This is an optimization exercise on Yosys and OpenROAD, whose aim is a short achievable clock period and few clock cycles, not a production implementation.
At most, simulation tests tie the RTL to the original design; equivalence was not proved.
No activity file was given, so power comes from the tool's default toggle rates.

==> inputs of run X <==
// nr_core
module nr_core (
    input  wire        clk,
    input  wire        rst,         
    input  wire        cmd_valid,
    output wire        cmd_ready,
    input  wire [11:0] cmd,
    output reg         rsp_valid,
    output reg         rsp_ok,
    output reg  [31:0] rsp_val
);
    localparam [31:0] CRC_INIT = 32'hFFFFFFFF;
    localparam [31:0] CRC_POLY = 32'hEDB88320;
    reg [31:0] crc_r;    
    reg [16:0] key_r;    
    reg        kv_r;     
    reg        rst_q;    
    reg        cmd_qv;   
    reg [11:0] cmd_q;    
    reg [19:0] fold_s;   
    reg [19:0] fold_c;   
    assign cmd_ready = 1'b1;
    function [31:0] absorb;
        input [31:0] r;
        input [7:0]  b;
        integer i;
        reg [31:0] t;
        begin
            t = r ^ {24'd0, b};
            for (i = 0; i < 8; i = i + 1)
                t = t[0] ? ((t >> 1) ^ CRC_POLY) : (t >> 1);
            absorb = t;
        end
    endfunction
    function [20:0] ks_add;
        input [20:0] a;
        input [20:0] b;
        integer i, d;
        reg [20:0] p, g, pn, gn;
        begin
            p = a ^ b;
            g = a & b;
  ...
==> flow/config.mk <==
export PLATFORM = sky130hd
export DESIGN_NAME = nr_core
export DESIGN_NICKNAME = nr_core
export VERILOG_FILES = /design/flow/design.v
export SDC_FILE = /design/flow/constraint.sdc
export NUM_CORES = 4
export LEC_CHECK = 0
export CAP_MARGIN = 20
export CORE_MARGIN = 2
export CORE_UTILIZATION = 40
export CTS_CLUSTER_DIAMETER = 300
export CTS_CLUSTER_SIZE = 40
export SLEW_MARGIN = 20
export SYNTH_HIERARCHICAL = 1
export SYNTH_MINIMUM_KEEP_SIZE = 0
==> flow/constraint.sdc <==
create_clock -name core_clock -period 22.0 [get_ports {clk}]
set_input_delay 4.4000 -clock core_clock [delete_from_list [all_inputs] [get_ports {clk}]]
set_output_delay 4.4000 -clock core_clock [all_outputs]
set_load 0.01 [all_outputs]
standard.sh (not shown) runs the stock make flow with config.mk's settings and CLKGATE_MAP_FILE= SYNTH_SCRIPT=/design/flow/synth_recipe.tcl, a recipe that flattens the netlist after the stock synthesis.
==> flow/flow/run.sh <==
#!/bin/bash
# Own layout flow: the standard flow (standard.sh, unchanged synthesis),
# with the timing repair asked to reach a setup slack of flow/margin.txt ns
# on the design's clock, so that gates are sized for a short achieved
# period, and plain buffers (not delay cells) on the ports.
set -euo pipefail
MARGIN=$(cat flow/margin.txt)
bash standard.sh SETUP_SLACK_MARGIN=$MARGIN \
  "BUFFER_PORTS_ARGS=-buffer_cell sky130_fd_sc_hd__buf_4" \
  finish > standard_flow.log 2>&1
==> flow/flow/margin.txt <==
17
==> run A: changes against run X <==
--- a/flow/design.v
+++ b/flow/design.v
@@ -221,58 +221,77 @@
         if (ex_fold)
             key_r <= fold_key;
     end
     wire        ok_n;
     wire [31:0] val_n;
-    wire [31:0] key_w = {15'd0, key_eff};
-    nr_resp_ok u_ok (.cmd(cmd), .kv(kv_eff), .ok(ok_n));
-    nr_resp_slice #(.LSB(0))  u_v0 (.cmd(cmd), .crc(crc_next[7:0]),   .kv(kv_eff), .key(key_w[7:0]),   .val(val_n[7:0]));
-    nr_resp_slice #(.LSB(8))  u_v1 (.cmd(cmd), .crc(crc_next[15:8]),  .kv(kv_eff), .key(key_w[15:8]),  .val(val_n[15:8]));
-    nr_resp_slice #(.LSB(16)) u_v2 (.cmd(cmd), .crc(crc_next[23:16]), .kv(kv_eff), .key(key_w[23:16]), .val(val_n[23:16]));
-    nr_resp_slice #(.LSB(24)) u_v3 (.cmd(cmd), .crc(crc_next[31:24]), .kv(kv_eff), .key(key_w[31:24]), .val(val_n[31:24]));
+    wire [16:0] kk = key_eff & {17{kv_eff}};
+    genvar gi, gj;
+    generate
+        for (gi = 0; gi < 4; gi = gi + 1) begin : g_slice
+            wire zl, zh, op4, op45, sel;
+            nr_zero4  u_zl  (.a(cmd[3:0]), .z(zl));
+            nr_zero4  u_zh  (.a(cmd[7:4]), .z(zh));
+            nr_op4    u_op4 (.op(cmd[11:8]), .y(op4));
+            nr_op45   u_op45(.op(cmd[11:9]), .y(op45));
+            for (gj = 0; gj < 8; gj = gj + 1) begin : g_bit
+                localparam integer B = gi * 8 + gj;
+                if (B == 0) begin : g_b0
+                    nr_val0 u (.zl(zl), .zh(zh), .op(cmd[11:8]), .crc(crc_next[0]),
+                               .kk(kk[0]), .kv(kv_eff), .y(val_n[0]));
+                end else if (B == 1) begin : g_b1
+                    nr_val1 u (.zl(zl), .zh(zh), .op(cmd[11:8]), .crc(crc_next[1]),
+                               .kk(kk[1]), .kv(kv_eff), .y(val_n[1]));
+                end else if (B <= 16) begin : g_bk
+                    nr_valk u (.zl(zl), .zh(zh), .op45(op45), .sel(cmd[8]),
+                               .crc(crc_next[B]), .kk(kk[B]), .y(val_n[B]));
+                end else begin : g_bc
+                    nr_valc u (.zl(zl), .zh(zh), .op4(op4), .crc(crc_next[B]),
+                               .y(val_n[B]));
+                end
+            end
+        end
+    endgenerate
+    wire zl_ok, zh_ok;
+    nr_zero4 u_zl_ok (.a(cmd[3:0]), .z(zl_ok));
+    nr_zero4 u_zh_ok (.a(cmd[7:4]), .z(zh_ok));
+    nr_ok    u_ok    (.zl(zl_ok), .zh(zh_ok), .op(cmd[11:8]), .kv(kv_eff), .y(ok_n));
     always @(posedge clk) begin
         rsp_valid <= cmd_valid & ~rst;
         rsp_ok    <= ok_n;
         rsp_val   <= val_n;
     end
 endmodule
-module nr_resp_ok (
-    input  wire [11:0] cmd,
-    input  wire        kv,
-    output reg         ok
-);
-    wire [3:0] op    = cmd[11:8];
-    wire       imm_z = (cmd[7:0] == 8'd0);
-    always @(*) begin
-        case (op)
-            4'h2:             ok = 1'b1;
-            4'h1, 4'h3, 4'h4: ok = imm_z;
-            4'h5:             ok = imm_z & kv;
-            default:          ok = 1'b0;
-        endcase
-    end
-endmodule
-module nr_resp_slice #(
-    parameter LSB = 0
-) (
-    input  wire [11:0] cmd,
-    input  wire [7:0]  crc,
-    input  wire        kv,
-    input  wire [7:0]  key,
-    output wire [7:0]  val
-);
-    wire [3:0] op    = cmd[11:8];
-    wire       imm_z = (cmd[7:0] == 8'd0);
-    wire rdcrc = (op == 4'h4) & imm_z;
-    wire rdkey = (op == 4'h5) & imm_z & kv;
-    wire [1:0] err = (op == 4'h0 || op > 4'h5) ? 2'd1 :
-                     (op != 4'h2 && !imm_z)    ? 2'd2 :
-                     (op == 4'h5 && !kv)       ? 2'd3 : 2'd0;
-    genvar j;
-    generate
-        for (j = 0; j < 8; j = j + 1) begin : g_bit
-            wire k = (LSB + j <= 16) ? key[j] : 1'b0;
-            wire e = (LSB + j <= 1)  ? err[j] : 1'b0;
-            assign val[j] = (rdcrc & ~crc[j]) | (rdkey & k) | e;
-        end
-    endgenerate
-endmodule
+module nr_zero4 (input wire [3:0] a, output wire z);
+    assign z = ~|a;
+endmodule
+module nr_op4 (input wire [3:0] op, output wire y);
+    assign y = (op == 4'h4);
+endmodule
+module nr_op45 (input wire [2:0] op, output wire y);
+    assign y = (op == 3'b010);
+endmodule
+module nr_valc (input wire zl, input wire zh, input wire op4, input wire crc,
+                output wire y);
+    assign y = zl & zh & op4 & ~crc;
+endmodule
+module nr_valk (input wire zl, input wire zh, input wire op45, input wire sel,
+                input wire crc, input wire kk, output wire y);
+    assign y = zl & zh & op45 & (sel ? kk : ~crc);
+endmodule
+module nr_val0 (input wire zl, input wire zh, input wire [3:0] op, input wire crc,
+                input wire kk, input wire kv, output wire y);
+    wire imm_z = zl & zh;
+    wire bad_op = (op == 4'h0) | (op > 4'h5);
+    assign y = bad_op | (imm_z & (((op == 4'h4) & ~crc) | ((op == 4'h5) & (kk | ~kv))));
+endmodule
+module nr_val1 (input wire zl, input wire zh, input wire [3:0] op, input wire crc,
+                input wire kk, input wire kv, output wire y);
+    wire imm_z = zl & zh;
+    wire imm_op = (op == 4'h1) | (op == 4'h3) | (op == 4'h4) | (op == 4'h5);
+    assign y = imm_z ? (((op == 4'h4) & ~crc) | ((op == 4'h5) & (kk | ~kv))) : imm_op;
+endmodule
+module nr_ok (input wire zl, input wire zh, input wire [3:0] op, input wire kv,
+              output wire y);
+    wire imm_z = zl & zh;
+    assign y = (op == 4'h2) |
+               (imm_z & ((op == 4'h1) | (op == 4'h3) | (op == 4'h4) | ((op == 4'h5) & kv)));
+endmodule
CTS_CLUSTER_DIAMETER = unset   (was 300)
CTS_CLUSTER_SIZE = unset   (was 40)
==> summary of the runs <==
Synthesized cell count: run X is smaller than run A (2.6%). In clock skew, run X and run A hardly differ. Of run X and run A, run A has the higher first-iteration DRC count (gap about 15%, measured against run A). Between run X and run A, the lower clock power is in run A (gap about 4%, measured against run A). Against run X, the worst setup slack of run A is lower by 17 ps. Cell count: run X is lower than run A (about 4.5%). Between run X and run A, the lower die area is in run X (gap about 4%, measured against run A). Run A went through all stages and came out clean. Run X produced a clean layout. In run A the fmax is lower than in run X, by about 0.33%.
==> figures <==
metric	run A	run X
Start of the worst register-to-register path	cmd_q[5]	crc_r[0]
Post-Place Cell Area	12,400 µm²	11,900 µm²
Number of vias per cell after detailed routing	5.79	5.69
Result of the run	timing/DRC/antenna clean	timing/DRC/antenna clean
Met1 routing resource usage after global routing	33.9%	32.6%
Layout-to-synthesis area ratio	1.165x	1.171x
Setup Buffers After CTS	7	9
Last weighted congestion value of the routability-driven placer	0.937	0.918
FF-to-FF path depth	14	13
Data arrival time of the worst path	900 ps	880 ps
Power per standard cell area	63.8 nW/µm²	64.5 nW/µm²
Area of the core region	28,700 µm²	27,600 µm²
First-pass GRT wire length	56,700 µm	53,400 µm
Sw Share	39.2%	37.5%
Drt first-iter violations	972	824
FF/Latch Area	2560 µm²	2560 µm²
Maximum number of pins on one net before global-route repair	43	45
Testbench counts of run X, summed over its fixed seeds: cycles 3,528.
Function not checked in run A: the RTL went through the layout flow alone.

afterwards: timing with drivers on the ports:
How much do the figures lean on ideal ports? The routed layouts below were timed once more, with nothing changed but the port constraints. Step 1: set_driving_cell puts a clkbuf_16 on clk and a buf_2 on each other input, an assumption about the parent block. Step 2 moves the port delays by t, midway between the first and last clock arrival at a register: inputs arrive t later, outputs are due t later. That takes back most of the time a late clock gives input paths. Slacks: ideal / step 1 / step 2; pairs: ideal / step 1.
run	shift t [ns]	setup slack, ns	slew at the worst register clock pin (ns)
run X	0.465	16.718 / 16.674 / 16.361	0.07 / 0.07
run A	0.471	16.701 / 16.655 / 16.514	0.07 / 0.07
After both steps setup and hold are still met in every run listed. The setup slack of run X, which loses most, moves by -0.044 ns with the drivers and by -0.357 ns with both steps.
